Source: an optimization exercise on an open RTL-to-GDS flow (aim: small area, a short achievable clock period and few clock cycles per item). Production flows keep margins and buffers that such runs may drop. Function was checked by simulation only, so behaviour that the tests miss may differ from the original. Power and IR drop assume default switching activity.

**flow/config.mk**
```make
export PLATFORM = sky130hd
export DESIGN_NAME = g2c1_pie_tx
export DESIGN_NICKNAME = g2c1_pie_tx
export VERILOG_FILES = /design/flow/design.v
export SDC_FILE = /design/flow/constraint.sdc
export NUM_CORES = 4
export LEC_CHECK = 0
export CAP_MARGIN = 20
export CORE_MARGIN = 2
export CORE_UTILIZATION = 40
export CTS_BUF_LIST = sky130_fd_sc_hd__clkbuf_8
export PLACE_DENSITY = 0.6
export SETUP_SLACK_MARGIN = 5
export SLEW_MARGIN = 20
```
**flow/design.v**
```verilog
module g2c1_pie_tx (
    input  wire         clk,
    input  wire         rst,           
    input  wire         start,
    output wire         ready,
    input  wire [2:0]   msg_type,      
    input  wire [127:0] fields,        
    input  wire [31:0]  tari,          
    input  wire [31:0]  blf,           
    input  wire         trunc,
    output wire         pulse_valid,
    input  wire         pulse_ready,
    output wire [31:0]  pulse_dur,     
    output wire         pulse_last,
    output reg          done,
    output reg  [2:0]   err,
    output wire [2:0]   tx_type,
    output wire [5:0]   tx_len,
    output wire [31:0]  tx_bits,       
    output wire [5:0]   pulse_cnt
);
    localparam [2:0] E_NONE = 3'd0, E_OVERFLOW = 3'd1, E_NOTFOUND = 3'd2, E_PARAM = 3'd4;
    localparam [2:0] T_QUERY = 3'd0, T_QADJ = 3'd1, T_QREP = 3'd2, T_ACK = 3'd3, T_NAK = 3'd4;
    function automatic [32:0] padd32(input [31:0] a, input [31:0] b, input cin);
        reg [31:0] g, p, gg, pp;
        integer l, i, j;
        begin
            g = a & b;
            p = a ^ b;
            gg = g;
            pp = p;
            gg[0] = g[0] | (p[0] & cin);
            for (l = 0; l < 5; l = l + 1)
                for (i = 0; i < 32; i = i + 1)
                    if ((i >> l) & 1) begin
                        j = ((i >> l) << l) - 1;
                        gg[i] = gg[i] | (pp[i] & gg[j]);
                        pp[i] = pp[i] & pp[j];
                    end
            padd32 = {gg[31], p ^ {gg[30:0], cin}};
        end
    endfunction
    wire [15:0] f0 = fields[15:0];
    wire [15:0] f1 = fields[31:16];
    wire [15:0] f2 = fields[47:32];
    wire [15:0] f3 = fields[63:48];
    wire [15:0] f4 = fields[79:64];
    wire [15:0] f5 = fields[95:80];
    wire [15:0] f6 = fields[111:96];
    wire f0_lt2  = (f0[15:1] == 15'd0);
    wire f0_lt4  = (f0[15:2] == 14'd0);
    wire f1_hi0  = (f1[15:4] == 12'd0);
    wire f1_m    = f1_hi0 && (f1[3:0] == 4'd1 || f1[3:0] == 4'd2 || f1[3:0] == 4'd4 || f1[3:0] == 4'd8);
    wire f1_lt3  = f1_hi0 && (f1[3:2] == 2'd0) && (f1[1:0] != 2'd3);
    wire f2_lt2  = (f2[15:1] == 15'd0);
    wire f3_lt4  = (f3[15:2] == 14'd0);
    wire f4_lt4  = (f4[15:2] == 14'd0);
    wire f5_lt2  = (f5[15:1] == 15'd0);
    wire f6_lt16 = (f6[15:4] == 12'd0);
    wire [1:0] m_pat    = {f1[3] | f1[2], f1[3] | f1[1]};
    wire [2:0] updn_pat = {f1[0], f1[0] | f1[1], f1[1]};
    wire [16:0] q_data = {4'b1000, f0[0], m_pat, f2[0], f3[1:0], f4[1:0], f5[0], f6[3:0]};
    reg  [4:0]  q_crc;
    integer k;
    always @(*) begin
        q_crc = 5'b01001;
        for (k = 16; k >= 0; k = k - 1)
            q_crc = {q_crc[3:0], 1'b0} ^ ((q_crc[4] ^ q_data[k]) ? 5'b01001 : 5'b00000);
    end
    reg [2:0]  a_err;
    reg [21:0] a_bits;    
    always @(*) begin
        a_err  = E_NONE;
        a_bits = 22'd0;
        case (msg_type)
            T_QUERY: begin
                a_bits = {q_data, q_crc};
                if (!f0_lt2 || !f1_m || !f2_lt2 || !f3_lt4)
                    a_err = E_NOTFOUND;
                else if (!f4_lt4)
                    a_err = E_OVERFLOW;
                else if (!f5_lt2)
                    a_err = E_NOTFOUND;
                else if (!f6_lt16)
                    a_err = E_OVERFLOW;
            end
            T_QADJ: begin
                a_bits = {4'b1001, f0[1:0], updn_pat, 13'd0};
                if (!f0_lt4)
                    a_err = E_OVERFLOW;
                else if (!f1_lt3)
                    a_err = E_NOTFOUND;
            end
            T_QREP: begin
                a_bits = {2'b00, f0[1:0], 18'd0};
                if (!f0_lt4)
                    a_err = E_OVERFLOW;
            end
            T_ACK:   a_bits = {2'b01, f0, 4'd0};
            T_NAK:   a_bits = {8'b11000000, 14'd0};
            default: a_err = E_NOTFOUND;
        endcase
    end
    wire tari_bad = (tari < 32'd409600) || (tari > 32'd1638400);
    wire is_q     = (msg_type == T_QUERY);
    wire dr_in    = f0[0];
    wire blf_bad  = (blf[31:20] != 12'd0) || (dr_in ? (blf[19:0] < 20'd22) : (blf[19:0] < 20'd9));
    wire sk8 = r_dr ? (d_den > 20'd5461) : (d_den > 20'd2048);
    wire [19:0] rem0 = sk8 ? (r_dr ? 20'd5461 : 20'd2048) : (r_dr ? 20'd21 : 20'd8);
    wire [12:0] q0   = sk8 ? 13'h0100 : 13'h0001;
    wire blf_fast = dr_in ? (blf[19:0] <= 20'd111847) : (blf[19:0] <= 20'd41942);
    reg        act;          
    reg        chk;          
    reg        pv;           
    reg        pl;           
    reg [31:0] pd;           
    reg [5:0]  cn;           
    reg        k_rt;         
    reg        k_tr;         
    reg        k_h1;         
    reg [2:0]  r_type;       
    reg [21:0] r_bits;
    reg        r_trunc;
    reg [20:0] r_t;          
    reg        r_dr;
    reg        ph;           
    reg [19:0] d_den;        
    reg [19:0] d_rem;
    reg [32:0] d_q;          
    reg        d_dly;        
    reg        d_new;        
    reg        a_cy;         
    assign ready       = ~act;
    assign pulse_valid = pv;
    assign pulse_dur   = pd;
    assign pulse_last  = pl;
    wire ok = ~(r_type[2] & r_type[1]);
    assign tx_type = ok ? r_type : 3'd0;
    assign tx_bits = ok ? {r_bits, 10'd0} : 32'd0;
    reg [5:0] len_t, pcnt_t, last_idx;
    always @(*) begin
        case (r_type)
            T_QUERY: begin len_t = 6'd22; pcnt_t = 6'd51; last_idx = 6'd50; end
            T_QADJ:  begin len_t = 6'd9;  pcnt_t = 6'd23; last_idx = 6'd24; end
            T_QREP:  begin len_t = 6'd4;  pcnt_t = 6'd13; last_idx = 6'd14; end
            T_ACK:   begin len_t = 6'd18; pcnt_t = 6'd41; last_idx = 6'd42; end
            T_NAK:   begin len_t = 6'd8;  pcnt_t = 6'd21; last_idx = 6'd22; end
            default: begin len_t = 6'd0;  pcnt_t = 6'd0;  last_idx = 6'd22; end
        endcase
    end
    assign tx_len    = len_t;
    assign pulse_cnt = pcnt_t;
    wire r_q = (r_type == T_QUERY);
    wire        d_done  = d_q[32];
    wire [20:0] d_trial = {d_rem, r_dr & ph};
    wire [32:0] d_sum   = padd32({11'd0, d_trial}, ~{12'd0, d_den}, 1'b1);
    wire        d_ge    = d_sum[32];
    wire [20:0] d_diff  = d_sum[20:0];
    wire [19:0] pw    = r_t[20:1];
    wire [31:0] ax    = ({32{k_tr}} & d_q[31:0]) | ({32{k_rt}} & {11'd0, r_t, 1'b0}) |
                        ({32{k_h1}} & {11'd0, r_t});
    wire [31:0] ay    = {32{k_tr}} ^ {12'd0, pw};
    wire        acin  = (k_tr & ~chk) | (k_rt & r_t[0]);
    wire [32:0] asum  = padd32(ax, ay, acin);
    wire [31:0] nval  = {asum[31:16], asum[15:0] & {16{~r_trunc}}};
    wire [24:0] bv;
    genvar gi;
    generate
        for (gi = 0; gi < 22; gi = gi + 1) begin : g_bv
            assign bv[gi + 3] = r_bits[21 - gi];
        end
    endgenerate
    assign bv[2:0] = 3'd0;
    wire xfer   = pv & pulse_ready;
    wire need   = act & ~chk & (~pv | (xfer & ~pl));
    wire can    = ~k_tr | d_done;
    wire d_busy    = act & r_q & (cn <= 6'd5);
    wire [5:0] cn_inc = (cn == 6'd4 && !r_q) ? 6'd7 : cn + 6'd1;
    wire [2:0] acc_err = (a_err != E_NONE) ? a_err :
                         tari_bad ? E_PARAM :
                         (is_q && blf_bad) ? E_PARAM : E_NONE;
    always @(posedge clk) begin
        d_dly <= d_done & chk & ~d_new;
        a_cy  <= asum[32];
        if (!act) begin
            r_type  <= (acc_err != E_NONE) ? 3'd7 : msg_type;
            r_bits  <= a_bits;
            r_trunc <= trunc;
            r_t     <= tari[20:0];
            err     <= acc_err;
            cn      <= 6'd1;
            k_rt    <= 1'b0;
            k_h1    <= 1'b0;
            k_tr    <= is_q & ~blf_fast;
            pd      <= {12'd0, 5'b11001 & {4'b1111, ~trunc}, 15'd0};
            pl      <= 1'b0;
        end else if (chk) begin
            if (d_dly) begin
                k_tr <= 1'b0;
                if (!a_cy) begin
                    err    <= E_PARAM;
                    r_type <= 3'd7;
                end
            end
        end else if (need && can) begin
            pd   <= nval;
            pl   <= (cn == last_idx);
            cn   <= cn_inc;
            k_rt <= (cn_inc == 6'd3);
            k_tr <= (cn_inc == 6'd5);
            k_h1 <= cn_inc[0] & (cn_inc >= 6'd7) & bv[cn_inc[5:1]];
        end
    end
    always @(posedge clk) begin
        if (!d_busy) begin
            r_dr  <= dr_in;
            d_den <= blf[19:0];
        end
        d_new <= rst | (~d_busy & ((blf[19:0] != d_den) | (dr_in != r_dr)));
        if (d_new) begin
            d_rem <= rem0;
            ph    <= 1'b0;
            d_q   <= {20'd0, q0};
        end else begin
            d_rem <= d_ge ? d_diff[19:0] : d_trial[19:0];
            ph    <= ~ph;
            if (!d_done)
                d_q <= {d_q[31:0], d_ge};
        end
    end
    always @(posedge clk) begin
        if (rst) begin
            act  <= 1'b0;
            chk  <= 1'b0;
            pv   <= 1'b0;
            done <= 1'b0;
        end else begin
            done <= 1'b0;
            if (!act) begin
                if (start) begin
                    if (acc_err != E_NONE) begin
                        done <= 1'b1;
                    end else if (is_q && !blf_fast) begin
                        act <= 1'b1;
                        chk <= 1'b1;
                    end else begin
                        act <= 1'b1;
                        pv  <= 1'b1;
                    end
                end
            end else if (chk) begin
                if (d_dly) begin
                    chk <= 1'b0;
                    if (!a_cy) begin
                        act  <= 1'b0;
                        done <= 1'b1;
                    end else begin
                        pv <= 1'b1;
                    end
                end
            end else if (xfer && pl) begin
                pv   <= 1'b0;
                act  <= 1'b0;
                done <= 1'b1;
            end else if (need) begin
                pv <= can;
            end
        end
    end
endmodule
```
**flow/standard.sh**
```bash
#!/bin/bash
# synth_recipe.tcl (not shown) runs the flow's synth.tcl, then flattens the netlist and writes it again
# the make line also repeats each setting of config.mk as NAME=value (left out here)
make -C /OpenROAD-flow-scripts/flow DESIGN_CONFIG=/design/flow/config.mk WORK_HOME=/design/flow/orfs CLKGATE_MAP_FILE= SYNTH_SCRIPT=/design/flow/synth_recipe.tcl "${@:-finish}"
```
**flow/flow/run.sh**
```bash
#!/bin/bash
# The standard layout, with the smallest buffer on every input and output port
# (buffer_ports otherwise picks a 10 um2 delay buffer for each of them), and
# timing repair aimed at 5.6 ns of setup slack.
set -euo pipefail
export BUFFER_PORTS_ARGS="-buffer_cell sky130_fd_sc_hd__buf_1"
bash standard.sh SETUP_SLACK_MARGIN=5.6 finish > standard_flow.log 2>&1
```
**flow/constraint.sdc**
```tcl
create_clock -name core_clock -period 9.0 [get_ports {clk}]
set_input_delay 1.8000 -clock core_clock [delete_from_list [all_inputs] [get_ports {clk}]]
set_output_delay 1.8000 -clock core_clock [all_outputs]
set_load 0.01 [all_outputs]
```
==> results of run 1 <==
-- power by group through the flow --
stage,Combinational [uW],Clock [uW],Sequential [uW]
floorplan,131,0,879
finish,212,588,870
CTS,207,601,870
global route,235,632,872
detailed placement,200,0,887
global placement,197,0,888
-- state kept, by name, summed over array words and instances (netlist names), 3 cells and up --
| name | flops |
|---|---|
| err | 3 |
| r_type | 3 |
| cn | 6 |
| d_q | 33 |
| pd | 32 |
| d_rem | 20 |
| r_t | 21 |
| r_bits | 22 |
| d_den | 20 |
-- metrics by stage --
stage / util / worst slack [ns] / area (sq um) / cells
3_3_place_gp: 0.455 / 4.80 / 11900 / 1686
2_1_floorplan: - / 5.57 / 10700 / 1145
6_report: 0.491 / 5.58 / 12800 / 1739
3_5_place_dp: 0.455 / 4.83 / 11900 / 1686
5_1_grt: 0.491 / 5.50 / 12800 / 1739
4_1_cts: 0.481 / 5.55 / 12600 / 1729
-- layout by cell type (no fill, tap or decap), drive strengths merged, types with 5 or more instances in the layout --
cell	Yosys	final
or3	7	7
conb	1	11
a222oi	20	20
nor2b	11	11
xor2	38	38
xnor2	65	65
edfxtp	86	86
nand4	15	15
nand3	33	33
o211ai	5	5
a211o	5	5
a21o	8	8
nor3	28	28
mux2i	38	38
a211oi	13	13
buf	22	259
o21ai	62	62
dfxtp	88	88
inv	62	72
a31oi	12	13
clkbuf	39	42
o21a	9	9
nand2b	9	9
nand2	75	75
and2	39	39
a21oi	51	51
a22oi	12	12
ha	42	42
and3	7	7
fa	11	11
o21bai	6	6
nor4	45	45
nor2	104	104
-- cell usage after synthesis (all sizes together) (5+ instances only) --
cell type,n
nor2,104
a211o,5
nor4,45
nand2b,9
edfxtp,86
mux2i,38
clkbuf,39
nor2b,11
a31oi,12
fa,11
nor3,28
or3,7
xnor2,65
o21bai,6
o21ai,62
nand4,15
inv,62
nand3,33
nand2,75
a21oi,51
a21o,8
a222oi,20
a22oi,12
dfxtp,88
a211oi,13
o211ai,5
and3,7
and2,39
o21a,9
buf,22
xor2,38
ha,42
-- routing by layer --
layer | up-vias | share of wire | GRT usage
met5 | - | 0 | 0
met4 | 0 | 0.023 | 0.0767
met3 | 33 | 0.054 | 0.0338
met2 | 344 | 0.50 | 0.379
met1 | 4458 | 0.42 | 0.266
li1 | 4642 | - | -
-- worst paths after layout --
kind	to	startpoint
setup / recovery	pulse_cnt[2]	r_type[1]
hold / removal	pd[31]	pd[31]
setup reg to reg	pd[22]	k_tr
hold reg to reg	pd[31]	pd[31]
-- area by class of cell --
type	instances	area, sq um	area share
diodes	2	5.00	0.000390
clock buffers	17	234	0.0182
clock inverters	15	178	0.0139
inverters	63	236	0.0184
multi-input cells	848	6100	0.476
flip-flops and latches	174	4350	0.339
well taps	335	419	0.0327
repair buffers	285	1290	0.101
-- timing repair --
| action | 4_1_cts | 5_1_grt |
|---|---|---|
| endpoints found under the hold margin | 0 | 0 |
| pin swaps | 6 | 25 |
| resized for setup | 32 | 69 |
| gates cloned | 2 | 1 |
| buffers inserted | 9 | 7 |
| setup endpoints to repair | 60 | 72 |
-- worst max-delay path: cells and delay by family (launching register included) --
| kind | cells | cell delay [ns] |
|---|---|---|
| flip-flops | 1 | 0.51 |
| AND/OR/NAND/NOR | 1 | 0.30 |
| AO/OA/AOI/OAI | 2 | 0.21 |
| buffers and inverters | 1 | 0.14 |
-- cell families after synthesis --
| group | count (synthesis) | synth area share |
|---|---|---|
| xor gates and xnor gates | 103 | 0.0846 |
| adders and majority gates | 53 | 0.0700 |
| muxes | 39 | 0.0367 |
| buffers and inverters | 124 | 0.0507 |
| and+or+nand+nor | 397 | 0.190 |
| DFF | 174 | 0.408 |
| other | 1 | 0.000352 |
| AOI/OAI and AO/OA | 244 | 0.160 |
==> summary.md, run 1 <==
| Metric | Value |
|---|---|
| Vias in the first global route | between 8000 and 9000 |
| Status | no timing/DRC/antenna violations |
| CORE AREA | around 26000 sq um |
| Sw frac | 0.281 |
| Worst-Margin Slew | just under 1 ns |
| Longest Clk Path Bufs | 2 |
| HPWL after DPL | approximately 23000 microns |
| First-pass GRT wire length | between 40000 and 50000 microns |
| Power Density | between 100 and 150 nW/um^2 |
| Max frequency | 0.292 GHz |
| Distinct cells, synth | 76 |
| Worst slew margin | 0.348 |
| Largest net degree at the start of global routing | between 50 and 60 |
| Hold buffer count at CTS | 0 |
| Clk Latency, worst-skew pair | 0.48 ns |
| Worst Hold Margin | 0.452 ns |
| Initial antenna violation count | 2 |
| CP Class | register to output port |
| Final TNS setup | 0 ns |
| Die height | about 170 microns |
| Io pins | roughly 290 |
| Hold Vio Cnt, Final | 0 |
| Worst path max stage delay | around 0.51 ns |
| Worst hold stages | 2 |
| Root Driver | clkbuf_8 |
| Per-cell routed wire length | between 15 and 20 microns |
| Synth Flop Type | dfxtp_1 |
| Crit path time final | around 3.4 ns |
| Initial DRC count | roughly 690 |
| Fin crit share | 0.380 |
| Initial Util | 0.408 |
| Filler Cells Inserted | between 2000 and 3000 |
| GRT Residual Overflow | 0 |
| Antenna-violating nets left | 0 |
| Leak | between 0.004 and 0.005 uW |
| Synth top area share | 0.242 |
| R2R Setup Slk | approximately 5.7 ns |
| Num CTS Buffers | 17 |
| # Max-Cap Violations | 0 |
| Setup Skew | ~0.021 ns |
| Routability cong. | 0.902 |
| NumNets Final | between 1500 and 2000 |
| R2R depth | 12 |
| Cells along the critical path | or2_4 -> a21oi_4 -> a21oi_1 -> buf_2 |
| Setup crit start kind | register |
| Port bufs | about 260 |
| Final setup violating endpoints | 0 |
| Maximum level of the CTS H-tree | 4 |
| Crit path capture type | output port |
| Mapped cell area | 10700 sq um |
| P_int | around 1200 uW |
| Psw | ~470 uW |
| Unrepaired setup endpoints after global routing | true |
| Final Max Tran Viols | 0 |
| Clock sink count | about 170 |
| YS warnings | 1 |
| Cell row count | 59 |
| CTS tree | built |
| Drt pass-1 iters | 16 |
| CP Max Fanout | 5 |
| VDD IR max | 0.0000916 V |
| Via/cell ratio | 5.45 |
| Die width | around 170 microns |
| Seq/Total Area, Yosys | 0.408 |
| Total length of routed wires | 31400 microns |
| Worst path arrival time | 1.62 ns |
| Synth area leader | edfxtp_1 |
| Sequential power share | 0.521 |
| Number of enable flip-flop cells after synthesis | 86 |
| Layout area overhead | 20.3% |
| Synth async-reset ratio | 0 |
| Total number of vias | between 9000 and 10000 |
| Layout cells sized above 1 | 0.110 |
| Critical Path Slowest Stage Cell | edfxtp_1 |
| Required @ worst endpoint | around 7.2 ns |
| Tot Pwr | between 1500 and 2000 uW |
| Comb power frac | 0.127 |
| All-Layer GR Usage | 0.215 |
| Post-Syn Instances | around 1100 |
| Die Area | 28000 sq um |
| Worst-path clk slew | approximately 0.10 ns |
| Seq cells post-synth | 174 |
| DRC | 0 |
| Area contributors post-synth | edfxtp_1, dfxtp_1, xnor2_1, ha_1, nor2_1 |
| Mean Syn Cell Area | 9.39 sq um |
| Hold Path Class | register to register |
| Clock power share | 0.352 |
Testbench counts, summed over its fixed seeds: cycles 41,008, items 1,280.
==> run 2, diff against run 1 <==
==> flow/flow/run.sh (replaced) <==
#!/bin/bash
# The standard layout, with the smallest buffer on every input and output port
# (buffer_ports otherwise picks a 10 um2 delay buffer for each of them), and
# timing repair aimed at 5.4 ns of setup slack.
set -euo pipefail
export BUFFER_PORTS_ARGS="-buffer_cell sky130_fd_sc_hd__buf_1"
bash standard.sh SETUP_SLACK_MARGIN=5.4 finish > standard_flow.log 2>&1
==> run 2 against run 1 <==
Synthesized cell count unchanged. Register-to-register slack got worse by 0.19 ns. Maximum frequency is 3.1% lower. Area after synthesis stayed put. Sequential cell count is the same. Global-route usage shrank 0.17 points. Clock skew is 0.0019 ns lower. Combinational power is 6% lower. Via count fell by 1.2%. Sequential share of layout area up 1.2 points. Wire length shrank 4.1%. Die area is the same. Critical path type is now primary input to register. Highest routed layer unchanged.
==> summary.md, run 2 <==
| Metric | Value |
|---|---|
| First-pass GRT wire length | 47100 microns (-0.65%) |
| Top post-synthesis cells by count | nor2_1, dfxtp_1, edfxtp_1, nand2_1, xnor2_1 |
| Crit path time final | 3.53 ns (+0.111 ns) |
| Leak | 0.00473 uW (-4.8%) |
| Max frequency | 0.283 GHz (-3.1%) |
| Crit path capture type | register |
| Final setup violating endpoints | 0 (unchanged) |
| CORE AREA | 26100 sq um (unchanged) |
| Area contributors post-synth | edfxtp_1, dfxtp_1, xnor2_1, ha_1, nor2_1 |
| NumNets Final | 1632 (-0.61%) |
| Top sig layer | met4 |
| Post-Syn Instances | 1135 (unchanged) |
| All-Layer GR Usage | 0.213 (-0.00167) |
| Worst Hold Margin | 0.447 ns (-0.00496 ns) |
| YS warnings | 1 (unchanged) |
| Synth async-reset ratio | 0 (unchanged) |
| Fin crit share | 0.393 (+0.0123) |
| Clk Latency, worst-skew pair | 0.47 ns (about the same) |
| Status | no timing/DRC/antenna violations |
| Antenna-violating nets left | 0 (unchanged) |
| Die Area | 28000 sq um (unchanged) |
| # Max-Cap Violations | 0 (unchanged) |
| CP Class | primary input to register |
| Largest registers | d_q x33, pd x32, r_bits x22 |
| Largest net degree at the start of global routing | 53 (unchanged) |
| Most common cell after layout, fill and taps aside | buf_1 |
| HPWL after DPL | 23200 microns (-0.89%) |
| Layout area overhead | 16.0% |
| Setup Skew | 0.0195 ns (-0.00188 ns) |
| DR WL met3 | 1640 microns (-3.8%) |
| VDD IR max | 0.0000894 V (-2.4%) |
| Seq/Total Area, Yosys | 0.408 (unchanged) |
| Worst-Margin Slew | 1.01 ns (+0.0413 ns) |
| Port bufs | 258 (unchanged) |
| Total number of vias | 9364 (-1.2%) |
| Die height | 167 microns (unchanged) |
| GRT Residual Overflow | 0 (unchanged) |
| Most frequent cells in the layout | buf_1, nor2_1, dfxtp_1, edfxtp_1, nand2_1 |
| Initial Util | 0.408 (unchanged) |
| Hold Path Class | register to register |
| Longest Clk Path Bufs | 2 (unchanged) |
| Maximum level of the CTS H-tree | 4 (unchanged) |
| Worst slew margin | 0.320 (-0.0278) |
| Final instance area | 12400 sq um (-3.6%) |
| CP top delay family | simple AND/OR/NAND/NOR gates |
| Routability cong. | 0.904 (+0.20%) |
| CTS tree | built |
| Most common cell in the netlist | nor2_1 |
| CP Max Fanout | 5 (unchanged) |
| Mean Syn Cell Area | 9.39 sq um (unchanged) |
| Bufs and invs on worst path | 1 (unchanged) |
| Setup crit start kind | primary input |
| Final TNS setup | 0 ns (unchanged) |
| Worst path max stage delay | 0.35 ns (-0.16 ns) |
| DR WL met2 | 14800 microns (-6.2%) |
| Worst path arrival time | 3.74 ns (+2.12 ns) |
| Die width | 167 microns (unchanged) |
| Hold Vio Cnt, Final | 0 (unchanged) |
| Mapped cell area | 10700 sq um (unchanged) |
| Initial DRC count | 586 (-15%) |
| Synth area leader | edfxtp_1 |
| Required @ worst endpoint | 9.21 ns (+2.01 ns) |
| Synth top area share | 0.242 (unchanged) |
| Clock sink count | 174 (unchanged) |
| Reg with most FFs | d_q |
| Distinct cells, synth | 76 (unchanged) |
| Seq cells post-synth | 174 (unchanged) |
| Layout cells sized above 1 | 0.0568 (-0.0531) |
| Number of flip-flops in the largest register | 33 (unchanged) |
| Placed cell area | 11900 sq um (-0.27%) |
| Synth Flop Type | dfxtp_1 |
| Io pins | 286 (unchanged) |
| Vias in the first global route | 8952 (-0.25%) |
| Metal-1 WL | 12800 microns (-2.3%) |
| Hold buffer count at CTS | 0 (unchanged) |
| Fin util | 0.473 (-0.0177) |
| Cell row count | 59 (unchanged) |
| Num CTS Buffers | 17 (unchanged) |
| Number of enable flip-flop cells after synthesis | 86 (unchanged) |
| Per-cell routed wire length | 17.4 microns (-3.6%) |
| Unrepaired setup endpoints after global routing | true |
| Worst-path clk slew | 0.09 ns (about the same) |
| Cells along the critical path | buf_1 -> nor4_1 -> nand4_1 -> a21oi_1 -> o21bai_1 -> a22oi_1 -> nand3_1 -> or3_1 |
| Total length of routed wires | 30100 microns (-4.1%) |
| Drt pass-1 iters | 17 (+1) |
| Root Driver | clkbuf_8 |
| Critical Path Slowest Stage Cell | or3_1 |
| DRC | 0 (unchanged) |
| Power Density | 129 nW/um^2 (-0.83%) |
| Initial antenna violation count | 2 (unchanged) |
| Final Max Tran Viols | 0 (unchanged) |
| Via/cell ratio | 5.41 (-0.68%) |
-- run 2: cell types whose count changed in the layout (fill, tap and decap cells not counted), moves of 4 or more --
cell      change
a21oi_2       -4
clkbuf_2     -24
buf_2         -7
nor4_4        -4
a21oi_1       +4
nor4_1        +9
buf_1        +33
buf_4         -5
nor4_2        -5
inv_4         +6
inv_8         -4
-- run 2: report_power, final --
part | leakage (uW) | switching [uW] | internal [uW] | total [uW]
combinational | 0.00286 | 111 | 88.0 | 199
clock | 0.000200 | 301 | 227 | 527
sequential | 0.00167 | 20.4 | 849 | 870
total | 0.00473 | 432 | 1160 | 1600
-- run 2: path summary, 6_finish.rpt --
path | from | to | slack, ns | cells past startpoint
worst min register to register | ph | ph | 0.45 | 1
worst min-delay path | ph | ph | 0.45 | 1
worst max register to register | k_tr | pd[16] | 5.49 | 11
worst max-delay path | fields[10] | r_type[2] | 5.47 | 8
-- run 2: cell type report --
cell class | count | area, sq um
Fill cell | 2561 | 13800
Multi-Input combinational cell | 847 | 5870
Sequential cell | 174 | 4350
Timing Repair Buffer | 276 | 1120
Tap cell | 335 | 419
Clock buffer | 18 | 248
Inverter | 63 | 236
Clock inverter | 14 | 113
Antenna cell | 3 | 7.51
-- run 2: logic make-up (layout without fill, tap and decap cells) --
kind of cell | after synthesis | in the layout | share of synthesized area
AOI/OAI and AO/OA | 244 | 244 | 0.160
xor gates and xnor gates | 103 | 103 | 0.0846
buffers and inverters | 124 | 371 | 0.0507
DFF | 174 | 174 | 0.408
and+or+nand+nor | 397 | 397 | 0.190
adders and majority gates | 53 | 53 | 0.0700
other | 1 | 14 | 0.000352
muxes | 39 | 39 | 0.0367
-- run 2: worst reg2reg max path, stage by stage, from the launching register on --
cell,delay (ns)
edfxtp_1,0.42
buf_12,0.21
a222oi_1,0.51
inv_1,0.10
ha_1,0.30
nor2b_1,0.14
o2111ai_1,0.28
nand3_2,0.18
a41o_1,0.31
a21oi_1,0.28
fa_1,0.49
a211oi_1,0.21
-- run 2: timing repair --
action | CTS | global route
setup endpoints to repair | 44 | 45
gates resized for setup | 6 | 12
pin swaps | 1 | 2
setup buffers | 6 | 2
cloned | 0 | 0
-- run 2: per-layer routing --
metal | up-vias | global-route usage
met5 | - | 0
met4 | 0 | 0.0873
met3 | 48 | 0.0324
met2 | 360 | 0.369
met1 | 4348 | 0.266
li1 | 4608 | -
-- run 2: metrics by stage --
stage                     setup WS (ns)  total power (uW)  instances
final                              5.47              1600       1730
after global routing               5.37              1670       1729
after detailed placement           4.94              1090       1687
after CTS                          5.45              1610       1725
after floorplan                    5.52              1010       1145
after global placement             4.97              1080       1687
==> run 3, diff against run 2 <==
--- a/flow/design.v
+++ b/flow/design.v
@@ -114,5 +114,7 @@
     reg        pv;           
     reg        pl;           
-    reg [31:0] pd;           
+    reg [21:0] pd;           
+    reg        p_tr;         
+    reg        p_b;          
     reg [5:0]  cn;           
     reg        k_rt;         
@@ -133,5 +135,11 @@
     assign ready       = ~act;
     assign pulse_valid = pv;
-    assign pulse_dur   = pd;
+    reg [9:0] tr_hi;
+    integer m;
+    always @(*) begin
+        for (m = 0; m < 10; m = m + 1)
+            tr_hi[m] = p_tr & (d_q[22 + m] ^ (p_b & ~|(d_q[31:22] << (10 - m))));
+    end
+    assign pulse_dur   = {tr_hi, pd};
     assign pulse_last  = pl;
     wire ok = ~(r_type[2] & r_type[1]);
@@ -158,10 +166,10 @@
     wire [20:0] d_diff  = d_sum[20:0];
     wire [19:0] pw    = r_t[20:1];
-    wire [31:0] ax    = ({32{k_tr}} & d_q[31:0]) | ({32{k_rt}} & {11'd0, r_t, 1'b0}) |
-                        ({32{k_h1}} & {11'd0, r_t});
-    wire [31:0] ay    = {32{k_tr}} ^ {12'd0, pw};
+    wire [21:0] ax    = ({22{k_tr}} & d_q[21:0]) | ({22{k_rt}} & {r_t, 1'b0}) | ({22{k_h1}} & {1'b0, r_t});
+    wire [21:0] ay    = {22{k_tr}} ^ {2'd0, pw};
     wire        acin  = (k_tr & ~chk) | (k_rt & r_t[0]);
-    wire [32:0] asum  = padd32(ax, ay, acin);
-    wire [31:0] nval  = {asum[31:16], asum[15:0] & {16{~r_trunc}}};
+    wire [32:0] asum  = padd32({10'd0, ax}, {10'd0, ay}, acin);
+    wire        c22   = asum[22];
+    wire [21:0] nval  = {asum[21:16], asum[15:0] & {16{~r_trunc}}};
     wire [24:0] bv;
     genvar gi;
@@ -175,5 +183,5 @@
     wire need   = act & ~chk & (~pv | (xfer & ~pl));
     wire can    = ~k_tr | d_done;
-    wire d_busy    = act & r_q & (cn <= 6'd5);
+    wire d_busy    = act & r_q & (cn <= 6'd6);
     wire [5:0] cn_inc = (cn == 6'd4 && !r_q) ? 6'd7 : cn + 6'd1;
     wire [2:0] acc_err = (a_err != E_NONE) ? a_err :
@@ -182,5 +190,5 @@
     always @(posedge clk) begin
         d_dly <= d_done & chk & ~d_new;
-        a_cy  <= asum[32];
+        a_cy  <= (|d_q[31:22]) | c22;
         if (!act) begin
             r_type  <= (acc_err != E_NONE) ? 3'd7 : msg_type;
@@ -193,5 +201,6 @@
             k_h1    <= 1'b0;
             k_tr    <= is_q & ~blf_fast;
-            pd      <= {12'd0, 5'b11001 & {4'b1111, ~trunc}, 15'd0};
+            pd      <= {2'd0, 5'b11001 & {4'b1111, ~trunc}, 15'd0};
+            p_tr    <= 1'b0;
             pl      <= 1'b0;
         end else if (chk) begin
@@ -205,4 +214,6 @@
         end else if (need && can) begin
             pd   <= nval;
+            p_tr <= k_tr;
+            p_b  <= ~c22;
             pl   <= (cn == last_idx);
             cn   <= cn_inc;
==> flow/flow/run.sh (replaced) <==
#!/bin/bash
# The standard layout, with the smallest buffer on every input and output port
# (buffer_ports otherwise picks a 10 um2 delay buffer for each of them), and
# timing repair aimed at 5.5 ns of setup slack.
set -euo pipefail
export BUFFER_PORTS_ARGS="-buffer_cell sky130_fd_sc_hd__buf_1"
bash standard.sh SETUP_SLACK_MARGIN=5.5 finish > standard_flow.log 2>&1
==> run 3 against run 2 <==
Non-clock buffer count is 17 higher. Die area is 4.2% lower. Clock-buffer cell count is 1 lower. Worst setup slack worse by 0.49 ns. Register-to-register slack better by 0.20 ns. Sequential share of layout area is 1.7 points lower. Global-route usage is 1.1 points higher. First-iteration DRC count is 7.2% higher. Critical endpoint is now pulse_dur[30]. Largest cell class unchanged.
==> summary.md, run 3 <==
| Metric | Value |
|---|---|
| Clk Latency, worst-skew pair | 0.46 ns (about the same) |
| Largest family of logic cells by synthesized area | simple AND/OR/NAND/NOR gates |
| First-pass GRT wire length | 46500 microns (-1.4%) |
| Fin util | 0.500 (+0.0276) |
| Final setup violating endpoints | 0 (unchanged) |
| Layer with the highest usage after global routing | met2 |
| Simple-gate area share of the yosys netlist | 0.185 (-0.00467) |
| Num CTS Buffers | 17 (unchanged) |
| Per-cell routed wire length | 17.9 microns (+2.9%) |
| Antenna-violating nets left | 0 (unchanged) |
| Vias in the first global route | 8904 (-0.54%) |
| Final Max Tran Viols | 0 (unchanged) |
| Number of flip-flops in the largest register | 33 (unchanged) |
| Hold buffer count at CTS | 0 (unchanged) |
| Met2 Use GR | 0.394 (+0.0254) |
| Unrepaired setup endpoints after global routing | true |
| Worst Hold Margin | 0.438 ns (-0.00865 ns) |
| Setup crit start kind | register |
| VDD IR max | 0.0000897 V (+0.45%) |
| CP endpoint | pulse_dur[30] |
| Placed Cells | 1648 (-2.3%) |
| DRC | 0 (unchanged) |
| Layout cells sized above 1 | 0.108 (+0.0509) |
| Post-Syn Instances | 1100 (-3.1%) |
| NumNets Final | 1616 (-0.98%) |
| Via/cell ratio | 5.45 (+0.64%) |
| PnR worst setup slack | 4.98 ns (-0.485 ns) |
| Max frequency | 0.249 GHz (-12%) |
| Met1 GRT Util | 0.272 (+0.00568) |
| Compound-Gate Fraction of Synth Area | 0.157 (-0.00281) |
| Distinct cells, synth | 68 (-11%) |
| XOR/XNOR Fraction of Synth Area | 0.0893 (+0.00463) |
| Die width | 164 microns (-2.1%) |
| Required @ worst endpoint | 7.20 ns (-2.01 ns) |
| Cell row count | 58 (-1.7%) |
| CTS tree | built |
| R2R Setup Slk | 5.69 ns (+0.20 ns) |
| Largest registers | d_q x33, pd x22, r_bits x22 |
| Top post-synthesis cells by count | nor2_1, edfxtp_1, dfxtp_1, inv_1, nand2_1 |
| Worst-Margin Slew | 1.06 ns (+0.0530 ns) |
| GRT Residual Overflow | 0 (unchanged) |
| CP Max Fanout | 4 (-1) |
| Port bufs | 258 (unchanged) |
| Initial Util | 0.406 (-0.00146) |
| Mean Syn Cell Area | 9.28 sq um (-1.2%) |
| Worst path arrival time | 2.22 ns (-1.52 ns) |
| Most common cell after layout, fill and taps aside | buf_1 |
| Status | no timing/DRC/antenna violations |
| Total number of vias | 9293 (-0.76%) |
| Power Density | 134 nW/um^2 (+3.6%) |
| Maximum level of the CTS H-tree | 4 (unchanged) |
| Worst slew margin | 0.284 (-0.0357) |
| Seq/Total Area, Yosys | 0.411 (+0.00343) |
| Mapped cell area | 10200 sq um (-4.3%) |
| HPWL after DPL | 22700 microns (-2.0%) |
| Post-synthesis mux area share | 0.0288 (-0.00793) |
| GR Util met3 | 0.0336 (+0.00121) |
| Number of enable flip-flop cells after synthesis | 87 (+1.2%) |
| Leak | 0.00488 uW (+3.2%) |
| Drt pass-1 iters | 7 (-10) |
| CORE AREA | 25100 sq um (-3.9%) |
| Longest Clk Path Bufs | 2 (unchanged) |
| Synth async-reset ratio | 0 (unchanged) |
| Most frequent cells in the layout | buf_1, nor2_1, edfxtp_1 |
| Initial antenna violation count | 2 (unchanged) |
| Worst r2r dst | p_b |
| Worst-path clk slew | 0.10 ns (about the same) |
| Most common cell in the netlist | nor2_1 |
| Area contributors post-synth | edfxtp_1, dfxtp_1, ha_1, xnor2_1, nor2_1 |
| YS warnings | 1 (unchanged) |
| Io pins | 286 (unchanged) |
| Finished Layout Cells | 1706 (-1.4%) |
| Synth top area share | 0.256 (+0.0137) |
| Hold Path Class | register to register |
| Root Driver | clkbuf_8 |
| Synth area leader | edfxtp_1 |
| All-Layer GR Usage | 0.224 (+0.0115) |
| Seq cells post-synth | 166 (-4.6%) |
| CP Class | register to output port |
| Crit path time final | 4.02 ns (+0.485 ns) |
| Die height | 164 microns (-2.1%) |
| Setup Skew | 0.0176 ns (-0.00181 ns) |
| Total length of routed wires | 30500 microns (+1.5%) |
| Layout area overhead | 23.1% |
| Worst slack at placement | 4.27 ns (-0.672 ns) |
| Largest net degree at the start of global routing | 56 (+5.7%) |
| # Max-Cap Violations | 0 (unchanged) |
| Clock sink count | 166 (-4.6%) |
| Final TNS setup | 0 ns (unchanged) |
| Adder-cell share of the synthesized area | 0.0743 (+0.00434) |
| R2R depth | 13 (+2) |
| Routability cong. | 0.914 (+1.1%) |
| Fin crit share | 0.447 (+0.0539) |
| Initial DRC count | 628 (+7.2%) |
| Synth Flop Type | edfxtp_1 |
| Crit path capture type | output port |
| Critical path origin | d_q[25] |
| Die Area | 26800 sq um (-4.2%) |
| Reg with most FFs | d_q |
| Reg2reg start | k_tr |
| Hold Vio Cnt, Final | 0 (unchanged) |
[run 3: timing repair]
item                                   4_1_cts  5_1_grt
pin swaps                                   15       17
setup buffers                               15        7
endpoints found under the hold margin        0        0
resized for setup                           49       47
gates cloned                                 2        1
setup endpoints to repair                   88       74
[run 3: area by class of cell]
class,instances,area (sq um)
flip-flops and latches,166,4210
clock inverters,15,226
repair buffers,293,1340
well taps,330,413
diodes,1,2.50
clock buffers,17,234
multi-input cells,813,5870
inverters,71,270
fillers,2434,12500
[run 3: worst min path at each step]
stage	start	end	slack, ns	cells after the start
CTS	ph	ph	0.44	1
floorplan	ph	ph	0.40	1
finish	ph	ph	0.44	1
global route	ph	ph	0.47	1
global placement	ph	ph	0.41	1
detailed placement	ph	ph	0.42	1
[run 3: logic make-up (layout without fill, tap and decap cells)]
kind of cell | after synthesis | count (layout)
flops | 166 | 166
compound gates | 234 | 235
simple gates | 380 | 380
fa+ha+maj | 54 | 54
xor+xnor | 104 | 104
other cells | 1 | 12
buf+inv | 132 | 396
mux | 29 | 29
[run 3: critical path, stage by stage (launching register included)]
cell,delay (ns)
dfxtp_4,0.35
or4_4,0.54
nor2_4,0.14
nand3_4,0.11
or3_4,0.37
a21boi_2,0.11
buf_2,0.13
[run 3: metal layers]
| layer | vias up | wire, microns |
|---|---|---|
| met3 | 51 | 1500 |
| met5 | - | 0 |
| met2 | 334 | 15400 |
| met1 | 4413 | 12500 |
| met4 | 0 | 1080 |
| li1 | 4495 | - |
[run 3: stage by stage]
step	area (sq um)	power, uW
6_report	12600	1680
3_5_place_dp	11500	1050
3_3_place_gp	11500	1050
5_1_grt	12600	1750
2_1_floorplan	10300	976
4_1_cts	12300	1690
[run 3: power breakdown]
group	leakage, uW	total, uW	switching, uW	internal (uW)
registers	0.00160	835	20.6	814
clock network	0.000235	632	298	334
logic	0.00304	214	119	94.3
Testbench counts of run 3, summed over its fixed seeds: cycles 41,008, items 1,280.
==> run 4, diff against run 3 <==
--- a/flow/design.v
+++ b/flow/design.v
@@ -116,5 +116,4 @@
     reg [21:0] pd;           
     reg        p_tr;         
-    reg        p_b;          
     reg [5:0]  cn;           
     reg        k_rt;         
@@ -132,14 +131,9 @@
     reg        d_dly;        
     reg        d_new;        
+    reg        d_stale;      
     reg        a_cy;         
     assign ready       = ~act;
     assign pulse_valid = pv;
-    reg [9:0] tr_hi;
-    integer m;
-    always @(*) begin
-        for (m = 0; m < 10; m = m + 1)
-            tr_hi[m] = p_tr & (d_q[22 + m] ^ (p_b & ~|(d_q[31:22] << (10 - m))));
-    end
-    assign pulse_dur   = {tr_hi, pd};
+    assign pulse_dur   = {{10{p_tr}} & d_q[31:22], pd};
     assign pulse_last  = pl;
     wire ok = ~(r_type[2] & r_type[1]);
@@ -171,4 +165,10 @@
     wire [32:0] asum  = padd32({10'd0, ax}, {10'd0, ay}, acin);
     wire        c22   = asum[22];
+    reg  [9:0]  tr_hi;
+    integer m;
+    always @(*) begin
+        for (m = 0; m < 10; m = m + 1)
+            tr_hi[m] = d_q[22 + m] ^ (~c22 & ~|(d_q[31:22] << (10 - m)));
+    end
     wire [21:0] nval  = {asum[21:16], asum[15:0] & {16{~r_trunc}}};
     wire [24:0] bv;
@@ -184,4 +184,5 @@
     wire can    = ~k_tr | d_done;
     wire d_busy    = act & r_q & (cn <= 6'd6);
+    wire tr_load   = act & ~chk & need & can & k_tr;
     wire [5:0] cn_inc = (cn == 6'd4 && !r_q) ? 6'd7 : cn + 6'd1;
     wire [2:0] acc_err = (a_err != E_NONE) ? a_err :
@@ -215,5 +216,4 @@
             pd   <= nval;
             p_tr <= k_tr;
-            p_b  <= ~c22;
             pl   <= (cn == last_idx);
             cn   <= cn_inc;
@@ -229,8 +229,12 @@
         end
         d_new <= rst | (~d_busy & ((blf[19:0] != d_den) | (dr_in != r_dr)));
-        if (d_new) begin
-            d_rem <= rem0;
-            ph    <= 1'b0;
-            d_q   <= {20'd0, q0};
+        if (d_new | (d_stale & ~d_busy)) begin
+            d_rem   <= rem0;
+            ph      <= 1'b0;
+            d_q     <= {20'd0, q0};
+            d_stale <= 1'b0;
+        end else if (tr_load) begin
+            d_q[31:22] <= tr_hi;
+            d_stale    <= 1'b1;
         end else begin
             d_rem <= d_ge ? d_diff[19:0] : d_trial[19:0];
==> run 4 against run 3 <==
Core utilization fell by 0.58 points. Die area rose by 3.8%. Combinational power barely moved. Sequential power rose by 2%. Sequential share of layout area rose by 0.50 points. Wire length rose by 1.1%. Critical path depth rose by 7. Cell count rose by 1.1%. Area after synthesis rose by 3.9%. Synthesized cell count rose by 0.73%. Global-route usage fell by 1.4 points.
==> summary.md, run 4 <==
| Metric | Value |
|---|---|
| Initial Util | 0.407 (about the same) |
| Worst-Margin Slew | 0.979 ns (-0.0835 ns) |
| Largest registers | d_q x33, pd x22, r_bits x22 |
| All-Layer GR Usage | 0.210 (-0.0139) |
| Layout area overhead | 21.6% |
| Total number of vias | 9593 (+3.2%) |
| Setup crit start kind | register |
| Required @ worst endpoint | 9.38 ns (+2.18 ns) |
| Most common cell in the netlist | edfxtp_1 |
| Seq/Total Area, Yosys | 0.414 (+0.00266) |
| Initial DRC count | 653 (+4.0%) |
| YS warnings | 1 (unchanged) |
| Metal-1 WL | 13100 microns (+4.6%) |
| Mapped cell area | 10600 sq um (+3.9%) |
| Synth Flop Type | edfxtp_1 |
| Routability cong. | 0.888 (-2.8%) |
| CORE AREA | 26100 sq um (+3.8%) |
| Drt pass-1 iters | 6 (-1) |
| Crit path capture type | register |
| Hold Path Class | register to register |
| Layout cells sized above 1 | 0.0995 (-0.00814) |
| R2R depth | 13 (unchanged) |
| Area contributors post-synth | edfxtp_1, dfxtp_1, ha_1, xnor2_1, xor2_1 |
| Reg with most FFs | d_q |
| Total length of routed wires | 30900 microns (+1.1%) |
| Longest Clk Path Bufs | 2 (unchanged) |
| Hold Vio Cnt, Final | 0 (unchanged) |
| DR WL met3 | 1720 microns (+14%) |
| Hold path startpoint | pd[10] |
| Synth area leader | edfxtp_1 |
| Worst hold stages | 2 (+1) |
| Mean Syn Cell Area | 9.57 sq um (+3.1%) |
| Num CTS Buffers | 17 (unchanged) |
| Crit path time final | 3.57 ns (-0.451 ns) |
| Synth top area share | 0.300 (+0.0443) |
| Per-cell routed wire length | 17.9 microns (about the same) |
| Number of enable flip-flop cells after synthesis | 106 (+22%) |
| DRC | 0 (unchanged) |
| Unrepaired setup endpoints after global routing | true |
| Top sig layer | met4 |
| Final Max Tran Viols | 0 (unchanged) |
| First-pass GRT wire length | 46800 microns (+0.71%) |
| Leak | 0.00492 uW (+0.88%) |
| Final TNS setup | 0 ns (unchanged) |
| R2R Setup Slk | 5.43 ns (-0.26 ns) |
| Clock sink count | 166 (unchanged) |
| VDD IR max | 0.0000975 V (+8.7%) |
| Most frequent cells in the layout | buf_1, edfxtp_1, nor2_1 |
| Clk Latency, worst-skew pair | 0.48 ns (+0.02 ns) |
| Distinct cells, synth | 77 (+13%) |
| Die width | 167 microns (+1.9%) |
| Vias in the first global route | 8921 (+0.19%) |
| Hold buffer count at CTS | 0 (unchanged) |
| DR WL met2 | 15100 microns (-2.3%) |
| Top post-synthesis cells by count | edfxtp_1, nor2_1, nand2_1, dfxtp_1, inv_1 |
| Maximum level of the CTS H-tree | 4 (unchanged) |
| Setup Skew | 0.0206 ns (+0.00297 ns) |
| Reg2reg start | k_tr |
| GRT Residual Overflow | 0 (unchanged) |
| Status | no timing/DRC/antenna violations |
| CP Class | register to register |
| Cell row count | 59 (+1.7%) |
| CP Max Fanout | 6 (+2) |
| Worst slew margin | 0.341 (+0.0563) |
| Most common cell after layout, fill and taps aside | buf_1 |
| Seq cells post-synth | 166 (unchanged) |
| Root Driver | clkbuf_8 |
| Worst Hold Margin | 0.459 ns (+0.0210 ns) |
| Final setup violating endpoints | 0 (unchanged) |
| # Max-Cap Violations | 0 (unchanged) |
| Worst path arrival time | 3.95 ns (+1.73 ns) |
| Initial antenna violation count | 3 (+1) |
| Synth async-reset ratio | 0 (unchanged) |
| Hold Path End | pd[10] |
| Max frequency | 0.280 GHz (+13%) |
| HPWL after DPL | 22600 microns (-0.44%) |
| Post-Syn Instances | 1108 (+0.73%) |
| Largest net degree at the start of global routing | 52 (-7.1%) |
| Antenna-violating nets left | 0 (unchanged) |
| Port bufs | 258 (unchanged) |
| Io pins | 286 (unchanged) |
| NumNets Final | 1628 (+0.74%) |
| CTS tree | built |
| Power Density | 130 nW/um^2 (-2.5%) |
| Via/cell ratio | 5.56 (+2.1%) |
| Number of flip-flops in the largest register | 33 (unchanged) |
| Worst r2r dst | d_q[26] |
| Die Area | 27800 sq um (+3.8%) |
| Fin crit share | 0.397 (-0.0501) |
| Worst-path clk slew | 0.10 ns (about the same) |
| Die height | 167 microns (+1.9%) |
-- run 4: cell types whose count changed in the layout (fill, tap and decap cells not counted), sizes merged, moves of 5 or more --
cell,before,now
a22oi,11,17
and2,42,50
or3,7,13
xnor2,59,52
buf,287,293
dfxtp,79,60
inv,77,62
a21oi,52,44
o311ai,2,7
edfxtp,87,106
nor2,110,88
nand3b,2,8
or2,2,7
-- run 4: what timing repair did --
| item | 4_1_cts | 5_1_grt |
|---|---|---|
| pin swaps | 5 | 22 |
| setup endpoints to repair | 70 | 44 |
| buffers inserted | 9 | 17 |
| resized for setup | 17 | 41 |
| cloned | 1 | 3 |
-- run 4: worst max-delay path, cell delays in order, from the launching register on --
cell,delay [ns]
edfxtp_1,0.56
buf_12,0.22
xnor2_4,0.12
fa_2,0.42
fa_2,0.38
nand2b_4,0.15
a21o_1,0.23
a211oi_4,0.34
o21bai_2,0.16
a31oi_4,0.25
buf_4,0.17
nor2_4,0.04
or3_1,0.29
and3_1,0.16
-- run 4: cell type report --
cell class | count | area, sq um
Fill cell | 2460 | 13200
Multi-Input combinational cell | 832 | 6040
Sequential cell | 166 | 4380
Timing Repair Buffer | 300 | 1370
Tap cell | 335 | 419
Clock buffer | 17 | 234
Clock inverter | 15 | 216
Inverter | 57 | 214
Antenna cell | 3 | 7.51
-- run 4: cell families after synthesis --
group | count (synthesis) | share of synthesized area
simple gates | 398 | 0.196
compound gates | 237 | 0.156
flops | 166 | 0.414
buf+inv | 121 | 0.0484
xor+xnor | 100 | 0.0833
fa+ha+maj | 54 | 0.0715
mux | 31 | 0.0301
other cells | 1 | 0.000354
-- run 4: worst max path at each step --
stage	start	end	slack [ns]
after detailed placement	k_tr	d_q[22]	4.79
after global routing	k_tr	d_q[26]	5.29
final	k_tr	d_q[26]	5.43
after floorplan	fields[9]	r_type[0]	5.43
after CTS	k_tr	d_q[22]	5.46
after global placement	k_tr	d_q[22]	4.82
-- run 4: where the power goes --
| group | internal (uW) | total (uW) | switching, uW |
|---|---|---|---|
| combinational | 95.8 | 213 | 117 |
| sequential | 828 | 848 | 20.5 |
| clock | 311 | 621 | 310 |
| total | 1230 | 1680 | 448 |
-- run 4: routing by layer --
layer  vias to the layer above  global-route usage
met4                         0              0.0892
met1                      4579               0.269
met3                        46              0.0347
li1                       4605                   -
met2                       363               0.353
met5                         -                   0
-- run 4: per-stage QoR --
stage | util | cells | worst slack [ns] | total power, uW | area [sq um]
after CTS | 0.481 | 1702 | 5.46 | 1690 | 12500
after global routing | 0.495 | 1725 | 5.29 | 1750 | 12900
after global placement | 0.457 | 1660 | 4.82 | 1060 | 11900
after floorplan | - | 1118 | 5.43 | 985 | 10700
after detailed placement | 0.457 | 1660 | 4.79 | 1060 | 11900
final | 0.495 | 1725 | 5.43 | 1680 | 12900
Testbench counts of run 4, summed over its fixed seeds: cycles 41,008, items 1,280.

## re-timing with driven ports
Ports are ideal in the flow. The routed layouts listed here were re-timed in OpenROAD. Step 1, drivers: a clkbuf_16 drives clk and a buf_2 each remaining input, both assumed. Step 2, shift: input delay + t, output delay - t, t = (earliest + latest rising clock arrival at the registers) / 2. This alone moves slack from input paths to output paths. Three values: no drivers, after step 1, after step 2; two values: the first two.
run	shift t [ns]	slack for setup (ns)	latest minus earliest clock arrival (ns)	pins driven straight from the clock port
run 1	0.512	5.577 / 5.532 / 5.140	0.023 / 0.023	1
run 2	0.509	5.466 / 5.470 / 4.980	0.021 / 0.020	1
run 3	0.497	4.980 / 4.936 / 4.552	0.025 / 0.025	1
run 4	0.512	5.431 / 5.431 / 5.041	0.021 / 0.021	1
After both steps every run listed still meets setup and hold. The setup slack of run 2, which loses most, moves by +0.004 ns with the drivers and by -0.486 ns with both steps.
